This design comes from an exercise in tuning for small area, a short achievable clock period and few clock cycles on the open sky130 flow, not from production work.
RTL that was checked went through simulation tests only; none was proved equivalent to the original.
Power figures rest on the tool's default switching activity, not on a simulated workload.

==> run G <==
==> flow/design.v (excerpt) <==
module kbd_scan_react (
    input  wire        clk,
    input  wire        rst,
    input  wire        cmd_valid,
    input  wire [7:0]  cmd,
    output wire        cmd_ready,
    output reg  [7:0]  row_n,
    input  wire [7:0]  col_n,
    input  wire [31:0] rnd_data,
    output reg         rnd_take,
    output wire [17:0] ev,
    output reg         led_valid,
    output reg  [23:0] led_data,
    output reg         draw_valid,
    output wire [1:0]  draw_sprite,
    output wire [2:0]  fault
);
Settings: LEC_CHECK=0, CAP_MARGIN=20, CORE_MARGIN=2, CORE_UTILIZATION=40, PLACE_DENSITY=0.6, SLEW_MARGIN=20, SYNTH_HIERARCHICAL=1; clock period 14.0 ns.
standard.sh (not shown) runs the stock make flow with config.mk's settings and CLKGATE_MAP_FILE= SYNTH_SCRIPT=/design/flow/synth_recipe.tcl, a recipe that flattens the netlist after the stock synthesis.
==> flow/flow/run.sh <==
#!/bin/bash
# Standard ORFS layout (standard synthesis, unchanged). Timing repair aims at a
# larger setup slack than the default so that the achieved period is short.
set -euo pipefail
bash standard.sh SETUP_SLACK_MARGIN=10 CTS_CLUSTER_SIZE=24 CTS_CLUSTER_DIAMETER=70 finish > standard.log 2>&1
==> run F (differences from run G) <==
--- a/flow/design.v
+++ b/flow/design.v
@@ -56,11 +56,11 @@
     reg [11:0] lt;           
     reg [1:0]  fk;           
     reg        fws;          
     reg [7:0]  ft;
     reg        fpend;        
-    reg [6:0]  lcnt;
+    reg [6:0]  lcnt;         
     reg [3:0]  cidx;
     reg [7:0]  cph;          
     reg [1:0]  mode;
     reg [3:0]  rsel;         
     reg [3:0]  jsel;         
@@ -73,12 +73,13 @@
     reg        a_fl;         
     reg        a_ty;         
     reg [3:0]  a_d;          
     reg [1:0]  a_m3;         
     reg [1:0]  sprite;
-    reg [31:0] dd;           
+    reg [31:0] dd;
     reg x_ltf, x_lk, x_lm, x_dt, x_dk, x_lfin, x_lw;
+    reg x_rclr;              
     reg x_prev, x_prev2;     
     reg [3:0]  mnib;         
     reg [3:0]  macc;         
     reg [3:0]  mcnt;
     reg        mvalid;
@@ -158,16 +159,17 @@
     wire [3:0] r_j   = {jq, mnib[1:0]};
     wire [4:0] ms1   = {1'b0, macc} + {1'b0, mnib};
     wire [3:0] ms3   = ms1[3:0] + {3'd0, ms1[4]};
     wire is_L   = (mode == M_LIGHTNING);
     wire is_C   = (mode == M_CHASE);
-    wire [6:0] k_last  = (mode == M_CHASE2) ? 7'd99 : 7'd9;
-    wire       lt_fire = (lcnt == k_last);
+    wire       lt_fire = (lcnt == ((mode == M_CHASE2) ? 7'h5d : 7'h0c));    
     wire       scan_go = (ic >= 3'd3) && !in_pass;
-    wire frame_x = x_ltf | x_lk | x_lm | x_lfin | x_lw;
+    wire frame_x = x_ltf | x_lk | x_lm | x_lfin | x_lw | x_rclr;
     wire lf_ok   = !frame_x && !x_prev && !x_prev2;
-    wire dd_hit = x_dk ? 1'b0 : x_dt ? (dd == 32'd398) : (dd == 32'd399);
+    localparam [31:0] DD_398 = 32'h213f36d5, DD_399 = 32'h427e6daa;
+    wire dd_hit = x_dk ? 1'b0 : x_dt ? (dd == DD_398) : (dd == DD_399);
+    wire dd_fb  = dd[31] ^ dd[21] ^ dd[1] ^ dd[0] ^ (dd[30:0] == 31'd0);
     wire [1:0] spr_t = (sprite == 2'd1) ? 2'd2 : 2'd1;
     wire [3:0] t_lk  = mvalid ? S_KT0 : S_KW0;
     wire [3:0] t_db  = in_pass ? S_DBW : S_IDLE;
     wire [3:0] t_pop = pop_wait ? S_POP : (b_press && is_L) ? t_lk : S_IDLE;
     wire [3:0] t_lt  = (lt_fire && is_L) ? (mvalid ? S_LT0 : S_LW0) : S_IDLE;
@@ -261,10 +263,11 @@
     wire [3:0] pass_d;
     wire [6:0] lcnt_d;
     wire [1:0] mode_d, spr_d;
     wire [7:0] ev_d, bv_d, rown_d;
     wire [2:0] scrow_d;
+    wire [7:0] pmask_d;
     wire [3:0] rsel_d;
     wire       ledv_d;
     kbd_scan_react_cmd u_cmd (
         .cmd(cmd), .cmd_valid(cmd_valid), .rdy_ok(rdy_ok),
         .st_nx(st_nx), .t_db(t_db), .t_pop(t_pop), .t_lt(t_lt), .t_lkc(t_lkc), .t_lf(t_lf),
@@ -272,28 +275,31 @@
         .r_db(t_db == S_IDLE), .r_pop(t_pop == S_IDLE), .r_lt(t_lt == S_IDLE), .r_lkc(t_lkc == S_IDLE),
         .ro_db(!in_pass && !q_any),
         .f_ill(f_ill), .fproto_nx(f_proto || (st == S_DBW && !in_pass && q_any)),
         .db_proto(!in_pass && q_any),
         .pass_nx(in_pass ? pass - 4'd1 : (st == S_DBW && !q_any) ? 4'd8 : 4'd0),
-        .lcnt(lcnt), .lcnt_lt(lt_fire ? 7'd0 : lcnt + 7'd1),
+        .lcnt(lcnt), .lcnt_lt(lt_fire ? 7'd1 : {lcnt[5:0], lcnt[6] ^ lcnt[5]}),
         .mode(mode),
         .ltf_lt(lt_fire && !is_L), .lk_lk(is_C), .lk_pop(pop_press && is_C),
         .xlk_nx(pop_s && b_press && is_C), .dk_pop(pop_press), .xdk_nx(pop_s && b_press),
         .spr_t(spr_t), .spr_nx((pop_s && b_press) ? spr_t : sprite), .dd_hit(dd_hit),
         .dv_nx(pop_s && b_press),
         .take_nx(take_nx), .take_lt(lt_fire && is_L && mvalid), .take_lk(is_L && mvalid),
         .take_pop(pop_press && is_L && mvalid),
         .pop_ok(!pop_wait), .ev_pop(ev_pop), .ev_nx(pop_s ? ev_pop : ev_r),
         .bv_pop(bv_pop), .bv_nx(pop_s ? bv_pop : bv_nx),
         .scrow_nx(scrow_nx), .rown_nx(rown_nx), .rowon_nx(rowon_nx), .scan_go(scan_go),
+        .rhot(rhot),
+        .pmask_nx((st == S_DBW && !in_pass && !q_any) ? rhot :
+                  in_pass ? (pmask & ~(8'd1 << phi)) : pmask),
         .lf_ok(lf_ok), .rsel_nx(rsel_nx), .ledv_nx((st == S_LF) || (st == S_LFW && lf_ok)),
         .step_nx(a_step), .s_a(s_a), .z_a(z_a),
         .st_d(st_d), .rdy_d(rdy_d), .rdyok_d(rdyok_d), .fill_d(fill_d), .fproto_d(fproto_d),
         .pass_d(pass_d), .lcnt_d(lcnt_d), .mode_d(mode_d), .xltf_d(xltf_d), .xlk_d(xlk_d),
         .xlm_d(xlm_d), .xdt_d(xdt_d), .xdk_d(xdk_d), .spr_d(spr_d), .dv_d(dv_d), .take_d(take_d),
         .ev_d(ev_d), .bv_d(bv_d), .scrow_d(scrow_d), .rown_d(rown_d), .rowon_d(rowon_d),
-        .rsel_d(rsel_d), .ledv_d(ledv_d), .n_a(n_a));
+        .rsel_d(rsel_d), .pmask_d(pmask_d), .ledv_d(ledv_d), .n_a(n_a));
     wire a_step = (st == S_LF && rsel != 4'd12) || (st == S_LFW && lf_ok) || (st == S_LT1);
     wire       f_rb  = (fk == 2'd0);
     wire       f_c2  = (fk == 2'd3);
     wire [3:0] d0    = (f_c2 && cidx >= 4'd6) ? cidx - 4'd6 : cidx;
     wire [7:0] a0_p  = f_rb ? ft : cph - {4'd0, d0};
@@ -325,11 +331,11 @@
     wire [7:0] c_b   = (a_fl | !(b_r0 | b_r2)) ? hi_f : b_r0 ? lo_f : 8'd0;
     wire       c_dim = c_r < 8'd100;
     wire [3:0] cidx_next = (cidx == 4'd11) ? 4'd0 : cidx + 4'd1;
     wire [3:0] cidx_twin = (cidx_next >= 4'd6) ? cidx_next - 4'd6 : cidx_next + 4'd6;
     wire chase_upd = x_ltf & mode[1];
-    wire l_clear   = x_lm & (mode != M_RAINBOW);
+    wire l_clear   = (x_lm & (mode != M_RAINBOW)) | x_rclr;
     wire l_fade    = chase_upd | x_lfin;
     reg [59:0] lk_n;
     reg [11:0] lt_n;
     reg        wr;
     integer i;
@@ -347,10 +353,15 @@
             else
                 lk_n[5*i +: 5] = lk[5*i +: 5];
         end
     end
     always @(posedge clk) begin
+        lk <= lk_n;
+        if (x_dk)
+            dd <= 32'd0;
+        else if (x_dt)
+            dd <= {dd[30:0], dd_fb};
         led_data <= {c_g, c_r, c_b};
         p0r  <= a0_p;
         {a_p3, a_r0, a_r2, a_fd, a_ty, a_d, a_m3} <= n_a;
         a_fl <= (fk == 2'd1);
         lt   <= lt_n;
@@ -368,16 +379,16 @@
             st <= S_IDLE; rdy <= 1'b1; rdy_ok <= 1'b1;
             f_proto <= 1'b0; f_ill <= 1'b0;
             sc_row <= 3'd0; row_on <= 1'b0; ic <= 3'd0; row_n <= 8'hFF;
             phi <= 3'd0; lap0 <= 1'b1; pass <= 4'd0; rhot <= 8'd0; pmask <= 8'd0;
             bvalid <= 8'd0; evrow <= 8'd0; ev_r <= 8'd0;
-            lk <= {12{5'd31}}; fk <= 2'd1; fws <= 1'b0; ft <= 8'd255; fpend <= 1'b0;
-            lcnt <= 7'd0; cidx <= 4'd0; cph <= 8'd255; mode <= M_RAINBOW;
+            fk <= 2'd1; fws <= 1'b0; ft <= 8'd255; fpend <= 1'b0;
+            lcnt <= 7'd1; cidx <= 4'd0; cph <= 8'd255; mode <= M_RAINBOW;
             rsel <= 4'd1;
-            sprite <= 2'd0; dd <= 32'd0;
+            sprite <= 2'd0;
             x_ltf <= 1'b0; x_lk <= 1'b0; x_lm <= 1'b0;
-            x_dt <= 1'b0; x_dk <= 1'b0; x_lfin <= 1'b0; x_lw <= 1'b0; x_prev <= 1'b0; x_prev2 <= 1'b0;
+            x_dt <= 1'b0; x_dk <= 1'b1; x_rclr <= 1'b1; x_lfin <= 1'b0; x_lw <= 1'b0; x_prev <= 1'b0; x_prev2 <= 1'b0;
             rnd_take <= 1'b0; led_valid <= 1'b0; draw_valid <= 1'b0;
             mcnt <= 4'd0; macc <= 4'd0; mvalid <= 1'b0;
         end else begin
             if (rnd_take) begin
                 mcnt <= 4'd0; macc <= 4'd0; mvalid <= 1'b0;
@@ -403,17 +414,14 @@
             end
             ic <= row_on ? 3'd0 : (ic[2] ? 3'd4 : ic + 3'd1);
             phi   <= phi + 3'd1;
             if (phi == 3'd7) lap0 <= 1'b0;
             evrow <= evrow_nx;
-            if (in_pass) begin
-                rhot[phi]  <= u_hot;
-                pmask[phi] <= 1'b0;
-            end
-            if (pass_d == 4'd8)
-                pmask <= rhot;
-            lk <= lk_n;
+            if (in_pass)
+                rhot[phi] <= u_hot;
+            pmask <= pmask_d;
+            x_rclr <= 1'b0;
             if (x_lm) begin
                 if (mode == M_RAINBOW)
                     fpend <= 1'b1;
                 else begin
                     fk <= mode; cidx <= 4'd0; cph <= 8'd255;
@@ -427,14 +435,10 @@
                 if (fpend) begin
                     fws <= 1'b1; ft <= 8'd0; fpend <= 1'b0;
                 end else
                     ft <= ft + 8'd1;
             end
-            if (x_dk)
-                dd <= 32'd0;
-            else if (x_dt)
-                dd <= dd + 32'd1;
             x_prev  <= frame_x;
             x_prev2 <= x_prev;
             st      <= st_d;
             rdy     <= rdy_d;
             rdy_ok  <= rdyok_d;
@@ -480,10 +484,11 @@
     input  wire       pop_ok,
     input  wire [7:0] ev_pop, ev_nx, bv_pop, bv_nx,
     input  wire [2:0] scrow_nx,
     input  wire [7:0] rown_nx,
     input  wire       rowon_nx, scan_go,
+    input  wire [7:0] rhot, pmask_nx,
     input  wire       lf_ok,
     input  wire [3:0] rsel_nx,
     input  wire       ledv_nx, step_nx,
     input  wire [27:0] s_a, z_a,
     output wire [3:0] st_d,
@@ -497,10 +502,11 @@
     output wire [7:0] ev_d, bv_d,
     output wire [2:0] scrow_d,
     output wire [7:0] rown_d,
     output wire       rowon_d,
     output wire [3:0] rsel_d,
+    output wire [7:0] pmask_d,
     output wire       ledv_d,
     output wire [27:0] n_a
 );
     wire ok     = cmd_valid & rdy_ok;
     wire a_scan = ok & (cmd == 8'h10);
@@ -522,11 +528,12 @@
     assign rdyok_d  = (a_scan | a_lf | a_ill) ? 1'b0 : a_db ? ro_db : a_pop ? r_pop :
                       a_lt ? r_lt : a_lk ? r_lkc : rdyok_nx;
     assign fill_d   = f_ill | a_ill;
     assign fproto_d = fproto_nx | (a_db & db_proto);
     assign pass_d   = (a_db & ro_db) ? 4'd8 : pass_nx;
-    assign lcnt_d   = a_lt ? lcnt_lt : a_lm ? 7'd0 : lcnt;
+    assign pmask_d  = (a_db & ro_db) ? rhot : pmask_nx;
+    assign lcnt_d   = a_lt ? lcnt_lt : a_lm ? 7'd1 : lcnt;
     assign mode_d   = a_lm ? cmd[1:0] : mode;
     assign xltf_d   = a_lt & ltf_lt;
     assign xlk_d    = (a_lk & lk_lk) | (a_pop & lk_pop) | xlk_nx;
     assign xlm_d    = a_lm;
     assign xdt_d    = a_dt;
==> flow/flow/run.sh (replaced) <==
#!/bin/bash
# Standard ORFS layout with the standard synthesis, unchanged.  Timing repair
# aims at a larger setup slack than the default so that the achieved period is
# short; the clock tree uses larger leaf clusters; ports get plain buffers.
set -euo pipefail
bash standard.sh SETUP_SLACK_MARGIN=10.15 CTS_CLUSTER_SIZE=24 CTS_CLUSTER_DIAMETER=70 \
    "BUFFER_PORTS_ARGS=-buffer_cell sky130_fd_sc_hd__buf_2" finish > standard.log 2>&1
==> run B (differences from run G) <==
--- a/flow/design.v
+++ b/flow/design.v
@@ -75,11 +75,11 @@
     reg [3:0]  a_d;          
     reg [1:0]  a_m3;         
     reg [1:0]  sprite;
     reg [31:0] dd;           
     reg x_ltf, x_lk, x_lm, x_dt, x_dk, x_lfin, x_lw;
-    reg x_prev, x_prev2;     
+    reg x_prev;              
     reg [3:0]  mnib;         
     reg [3:0]  macc;         
     reg [3:0]  mcnt;
     reg        mvalid;
     assign cmd_ready   = rdy;
@@ -108,11 +108,11 @@
     wire        u_fany   = |u_fire;
     reg         u_hot;
     always @* begin
         u_hot = 1'b0;
         for (k = 0; k < 8; k = k + 1)
-            u_hot = u_hot | ((u_sn[k] ^ u_s[k]) & (u_c[4*k +: 4] == 4'd13));
+            u_hot = u_hot | (u_c2[4*k +: 4] == 4'd14);
     end
     wire [7:0]  lowmask  = (8'd1 << phi) - 8'd1;
     wire        ld_now   = !in_pass && (bvalid == 8'd0) && evrow[phi] && ((evrow & lowmask) == 8'd0);
     wire        q_any    = (bvalid != 8'd0) || (evrow != 8'd0);
     wire [7:0]  bmask    = (8'd1 << brow) - 8'd1;
@@ -162,11 +162,11 @@
     wire is_C   = (mode == M_CHASE);
     wire [6:0] k_last  = (mode == M_CHASE2) ? 7'd99 : 7'd9;
     wire       lt_fire = (lcnt == k_last);
     wire       scan_go = (ic >= 3'd3) && !in_pass;
     wire frame_x = x_ltf | x_lk | x_lm | x_lfin | x_lw;
-    wire lf_ok   = !frame_x && !x_prev && !x_prev2;
+    wire lf_ok   = !frame_x && !x_prev;
     wire dd_hit = x_dk ? 1'b0 : x_dt ? (dd == 32'd398) : (dd == 32'd399);
     wire [1:0] spr_t = (sprite == 2'd1) ? 2'd2 : 2'd1;
     wire [3:0] t_lk  = mvalid ? S_KT0 : S_KW0;
     wire [3:0] t_db  = in_pass ? S_DBW : S_IDLE;
     wire [3:0] t_pop = pop_wait ? S_POP : (b_press && is_L) ? t_lk : S_IDLE;
@@ -200,13 +200,11 @@
         end
         S_POP: if (!pop_wait) begin
             st_nx = t_pop; rdy_nx = (t_pop == S_IDLE); rdyok_nx = (t_pop == S_IDLE);
             take_nx = b_press && is_L && mvalid;
         end
-        S_LFW: if (lf_ok) begin
-            st_nx = S_LF; rsel_nx = 4'd2;
-        end
+        S_LFW: if (lf_ok) st_nx = S_LF;
         S_LF: begin
             if (rsel == 4'd12) begin
                 st_nx = S_IDLE; rdy_nx = 1'b1; rdyok_nx = 1'b1; rsel_nx = 4'd1;
             end else
                 rsel_nx = rsel + 4'd1;
@@ -261,12 +259,10 @@
     wire [3:0] pass_d;
     wire [6:0] lcnt_d;
     wire [1:0] mode_d, spr_d;
     wire [7:0] ev_d, bv_d, rown_d;
     wire [2:0] scrow_d;
-    wire [3:0] rsel_d;
-    wire       ledv_d;
     kbd_scan_react_cmd u_cmd (
         .cmd(cmd), .cmd_valid(cmd_valid), .rdy_ok(rdy_ok),
         .st_nx(st_nx), .t_db(t_db), .t_pop(t_pop), .t_lt(t_lt), .t_lkc(t_lkc), .t_lf(t_lf),
         .rdy_nx(rdy_nx), .rdyok_nx(rdyok_nx),
         .r_db(t_db == S_IDLE), .r_pop(t_pop == S_IDLE), .r_lt(t_lt == S_IDLE), .r_lkc(t_lkc == S_IDLE),
@@ -283,18 +279,15 @@
         .take_nx(take_nx), .take_lt(lt_fire && is_L && mvalid), .take_lk(is_L && mvalid),
         .take_pop(pop_press && is_L && mvalid),
         .pop_ok(!pop_wait), .ev_pop(ev_pop), .ev_nx(pop_s ? ev_pop : ev_r),
         .bv_pop(bv_pop), .bv_nx(pop_s ? bv_pop : bv_nx),
         .scrow_nx(scrow_nx), .rown_nx(rown_nx), .rowon_nx(rowon_nx), .scan_go(scan_go),
-        .lf_ok(lf_ok), .rsel_nx(rsel_nx), .ledv_nx((st == S_LF) || (st == S_LFW && lf_ok)),
-        .step_nx(a_step), .s_a(s_a), .z_a(z_a),
         .st_d(st_d), .rdy_d(rdy_d), .rdyok_d(rdyok_d), .fill_d(fill_d), .fproto_d(fproto_d),
         .pass_d(pass_d), .lcnt_d(lcnt_d), .mode_d(mode_d), .xltf_d(xltf_d), .xlk_d(xlk_d),
         .xlm_d(xlm_d), .xdt_d(xdt_d), .xdk_d(xdk_d), .spr_d(spr_d), .dv_d(dv_d), .take_d(take_d),
-        .ev_d(ev_d), .bv_d(bv_d), .scrow_d(scrow_d), .rown_d(rown_d), .rowon_d(rowon_d),
-        .rsel_d(rsel_d), .ledv_d(ledv_d), .n_a(n_a));
-    wire a_step = (st == S_LF && rsel != 4'd12) || (st == S_LFW && lf_ok) || (st == S_LT1);
+        .ev_d(ev_d), .bv_d(bv_d), .scrow_d(scrow_d), .rown_d(rown_d), .rowon_d(rowon_d));
+    wire a_step = (st == S_LF && rsel != 4'd12) || (st == S_LT1);
     wire       f_rb  = (fk == 2'd0);
     wire       f_c2  = (fk == 2'd3);
     wire [3:0] d0    = (f_c2 && cidx >= 4'd6) ? cidx - 4'd6 : cidx;
     wire [7:0] a0_p  = f_rb ? ft : cph - {4'd0, d0};
     wire [9:0] a0_p3 = {2'd0, p0r} + {1'd0, p0r, 1'b0};
@@ -302,17 +295,13 @@
                              : (a_d == 4'd0) ? (f_c2 ? -11'd15 : -11'd33) : 11'd3;
     wire [10:0] a_s3  = {1'b0, a_p3} + a_dp3;
     wire [9:0]  a_p3n = {a_s3[10] ? 2'b10 : (a_s3[9:8] == 2'b11) ? 2'b00 : a_s3[9:8], a_s3[7:0]};
     wire [3:0]  a_dn  = (a_d == 4'd0) ? (f_c2 ? 4'd5 : 4'd11) : a_d - 4'd1;
     wire [1:0]  a_m3n = (a_m3 == 2'd2) ? 2'd0 : a_m3 + 2'd1;
-    wire [4:0]  s_k   = f_rb ? 5'd0 : lk[5*rsel +: 5];
-    wire [4:0]  z_k   = f_rb ? 5'd0 : lk[4:0];
-    wire [27:0] s_a   = {a_p3n, a_p3n < 10'd255, a_p3n >= 10'd510,
-                         {1'b0, s_k, 3'd0} + {3'd0, s_k, 1'b0}, lt[rsel], a_dn, a_m3n};
-    wire [27:0] z_a   = {a0_p3, a0_p3 < 10'd255, a0_p3 >= 10'd510,
-                         {1'b0, z_k, 3'd0} + {3'd0, z_k, 1'b0}, lt[0], d0, 2'd0};
-    wire [27:0] n_a;
+    wire [9:0]  n_p3  = a_step ? a_p3n : a0_p3;
+    wire [3:0]  n_sel = a_step ? rsel : 4'd0;
+    wire [4:0]  n_k   = f_rb ? 5'd0 : lk[5*n_sel +: 5];
     wire       b_r0  = a_r0;
     wire       b_r2  = a_r2;
     wire [7:0] b_3q  = a_p3[7:0] + {6'd0, b_r2, !b_r0 && !b_r2};
     wire [7:0] lo_v  = a_fl ? (a_ty ? 8'd128 : 8'd255) : b_3q;
     wire [7:0] hi_v  = a_fl ? 8'd255 : ~b_3q;
@@ -349,12 +338,18 @@
         end
     end
     always @(posedge clk) begin
         led_data <= {c_g, c_r, c_b};
         p0r  <= a0_p;
-        {a_p3, a_r0, a_r2, a_fd, a_ty, a_d, a_m3} <= n_a;
+        a_p3 <= n_p3;
+        a_r0 <= (n_p3 < 10'd255);
+        a_r2 <= (n_p3 >= 10'd510);
+        a_fd <= {n_k, 3'd0} + {2'd0, n_k, 1'b0};
+        a_ty <= lt[n_sel];
         a_fl <= (fk == 2'd1);
+        a_d  <= a_step ? a_dn  : d0;
+        a_m3 <= a_step ? a_m3n : 2'd0;
         lt   <= lt_n;
         bkind <= bkind_nx;
         brow  <= brow_nx;
         if (jsel_ld) jsel <= r_j;
         if (lb_ld)   lb   <= rnd_data[0];
@@ -373,29 +368,19 @@
             lk <= {12{5'd31}}; fk <= 2'd1; fws <= 1'b0; ft <= 8'd255; fpend <= 1'b0;
             lcnt <= 7'd0; cidx <= 4'd0; cph <= 8'd255; mode <= M_RAINBOW;
             rsel <= 4'd1;
             sprite <= 2'd0; dd <= 32'd0;
             x_ltf <= 1'b0; x_lk <= 1'b0; x_lm <= 1'b0;
-            x_dt <= 1'b0; x_dk <= 1'b0; x_lfin <= 1'b0; x_lw <= 1'b0; x_prev <= 1'b0; x_prev2 <= 1'b0;
+            x_dt <= 1'b0; x_dk <= 1'b0; x_lfin <= 1'b0; x_lw <= 1'b0; x_prev <= 1'b0;
             rnd_take <= 1'b0; led_valid <= 1'b0; draw_valid <= 1'b0;
             mcnt <= 4'd0; macc <= 4'd0; mvalid <= 1'b0;
         end else begin
             if (rnd_take) begin
                 mcnt <= 4'd0; macc <= 4'd0; mvalid <= 1'b0;
             end else if (!mvalid) begin
-                if (!mcnt[3]) begin
-                    case (mcnt[2:0])
-                    3'd0: mnib <= rnd_data[31:28];
-                    3'd1: mnib <= rnd_data[27:24];
-                    3'd2: mnib <= rnd_data[23:20];
-                    3'd3: mnib <= rnd_data[19:16];
-                    3'd4: mnib <= rnd_data[15:12];
-                    3'd5: mnib <= rnd_data[11:8];
-                    3'd6: mnib <= rnd_data[7:4];
-                    default: mnib <= rnd_data[3:0];
-                    endcase
-                end
+                if (!mcnt[3])
+                    mnib <= rnd_data[4*(~mcnt[2:0]) +: 4];
                 if (mcnt != 4'd0)
                     macc <= ms3;
                 if (mcnt[3])
                     mvalid <= 1'b1;
                 else
@@ -431,12 +416,11 @@
             end
             if (x_dk)
                 dd <= 32'd0;
             else if (x_dt)
                 dd <= dd + 32'd1;
-            x_prev  <= frame_x;
-            x_prev2 <= x_prev;
+            x_prev <= frame_x;
             st      <= st_d;
             rdy     <= rdy_d;
             rdy_ok  <= rdyok_d;
             f_ill   <= fill_d;
             f_proto <= fproto_d;
@@ -456,12 +440,12 @@
             ev_r    <= ev_d;
             bvalid  <= bv_d;
             sc_row  <= scrow_d;
             row_n   <= rown_d;
             row_on  <= rowon_d;
-            rsel    <= rsel_d;
-            led_valid <= ledv_d;
+            rsel    <= rsel_nx;
+            led_valid <= (st == S_LF);
         end
     end
 endmodule
 module kbd_scan_react_cmd (
     input  wire [7:0] cmd,
@@ -480,14 +464,10 @@
     input  wire       pop_ok,
     input  wire [7:0] ev_pop, ev_nx, bv_pop, bv_nx,
     input  wire [2:0] scrow_nx,
     input  wire [7:0] rown_nx,
     input  wire       rowon_nx, scan_go,
-    input  wire       lf_ok,
-    input  wire [3:0] rsel_nx,
-    input  wire       ledv_nx, step_nx,
-    input  wire [27:0] s_a, z_a,
     output wire [3:0] st_d,
     output wire       rdy_d, rdyok_d, fill_d, fproto_d,
     output wire [3:0] pass_d,
     output wire [6:0] lcnt_d,
     output wire [1:0] mode_d,
@@ -495,14 +475,11 @@
     output wire [1:0] spr_d,
     output wire       dv_d, take_d,
     output wire [7:0] ev_d, bv_d,
     output wire [2:0] scrow_d,
     output wire [7:0] rown_d,
-    output wire       rowon_d,
-    output wire [3:0] rsel_d,
-    output wire       ledv_d,
-    output wire [27:0] n_a
+    output wire       rowon_d
 );
     wire ok     = cmd_valid & rdy_ok;
     wire a_scan = ok & (cmd == 8'h10);
     wire a_db   = ok & (cmd == 8'h20);
     wire a_pop  = ok & (cmd == 8'h21);
@@ -537,10 +514,6 @@
     assign ev_d     = (a_pop & pop_ok) ? ev_pop : ev_nx;
     assign bv_d     = (a_pop & pop_ok) ? bv_pop : bv_nx;
     assign scrow_d  = a_scan ? 3'd0 : scrow_nx;
     assign rown_d   = a_scan ? (scan_go ? 8'hFE : 8'hFF) : rown_nx;
     assign rowon_d  = a_scan ? scan_go : rowon_nx;
-    wire   lf_go    = a_lf & lf_ok;
-    assign rsel_d   = lf_go ? 4'd2 : rsel_nx;
-    assign ledv_d   = lf_go | ledv_nx;
-    assign n_a      = (lf_go | step_nx) ? s_a : z_a;
 endmodule
==> flow/flow/run.sh (replaced) <==
#!/bin/bash
# Standard ORFS layout (standard synthesis, unchanged). Timing repair aims at a
# larger setup slack than the default so that the achieved period is short.
set -euo pipefail
bash standard.sh SETUP_SLACK_MARGIN=10.5 CTS_CLUSTER_SIZE=24 CTS_CLUSTER_DIAMETER=70 finish > standard.log 2>&1
==> comparison table <==
Status: run B finished clean; run G finished clean; run F finished clean
M3 GR Usage: run B 2.35%; run G 2.18%; run F 2.16%
Final Critical Period: run B 4.00 ns; run G 4.21 ns; run F 3.96 ns
Dpl ws: run B 8.09 ns; run G 7.92 ns; run F 9.02 ns
Multi-input gates: run B 2114; run G 2271; run F 2213
Filler cell count in the final layout: run B 6563; run G 7227; run F 7362
Crit path buf inv count: run B 2; run G 1; run F 1
Clk_buf instances: run B 46; run G 50; run F 49
Final period utilization: run B 28.6%; run G 30.0%; run F 28.3%
Routed met3 length: run B 2.77 mm; run G 2.56 mm; run F 2.51 mm
Vias in the first global route: run B 21.7k; run G 21.2k; run F 21.4k
Proportion of synthesized area in mux cells: run B 4.27%; run G 6.03%; run F 7.51%
Area grow syn2layout: run B 16.8%; run G 12.4%; run F 13.2%
Final sequential cell count: run B 673; run G 701; run F 702
WL met1: run B 32.0 mm; run G 33.2 mm; run F 33.7 mm
Vias per inst: run B 5.45; run G 5.23; run F 5.27
Leakage power: run B 12.7 nW; run G 13.2 nW; run F 13.7 nW
Max Clock Freq: run B 250 MHz; run G 238 MHz; run F 253 MHz
Clk. pwr: run B 1.30 mW; run G 1.29 mW; run F 1.42 mW
Logic gate share of total power: run B 3.9%; run G 8.9%; run F 8.8%
Placer congestion estimate: run B 0.900; run G 0.849; run F 0.877
Crit. path cell count: run B 7; run G 8; run F 1
Count of buffers from port buffering: run B 66; run G 98; run F 98
Postcts setup bufs: run B 65; run G 22; run F 21
Placed insts: run B 3929; run G 4189; run F 4188
Die Y-Extent: run B 272 um; run G 281 um; run F 282 um
Testbench counts of run F, summed over its fixed seeds: cycles 1,040,346.
No functional check of the RTL was part of run G and run B.

==> port drivers added, routing unchanged <==
Ports are ideal in the flow. The routed layouts listed here were re-timed in OpenROAD.
Step 1: set_driving_cell puts a clkbuf_16 on clk and a buf_2 on each other input, an assumption about the parent block.
Step 2 moves the port delays by t, midway between the first and last clock arrival at a register: inputs arrive t later, outputs are due t later. That takes back most of the time a late clock gives input paths.
Three values: no drivers, after step 1, after step 2; two values: the first two.
| run | shift t [ns] | slack for setup (ns) | worst setup path after step 2 |
|---|---|---|---|
| run G | 0.658 | 9.794 / 9.813 / 9.155 | input to register |
| run F | 0.675 | 10.040 / 9.977 / 9.430 | input to register |
| run B | 0.663 | 9.999 / 10.014 / 9.351 | input to register |
After both steps every run listed still meets setup and hold. The setup slack of run B, which loses most, moves by +0.015 ns with the drivers and by -0.648 ns with both steps.
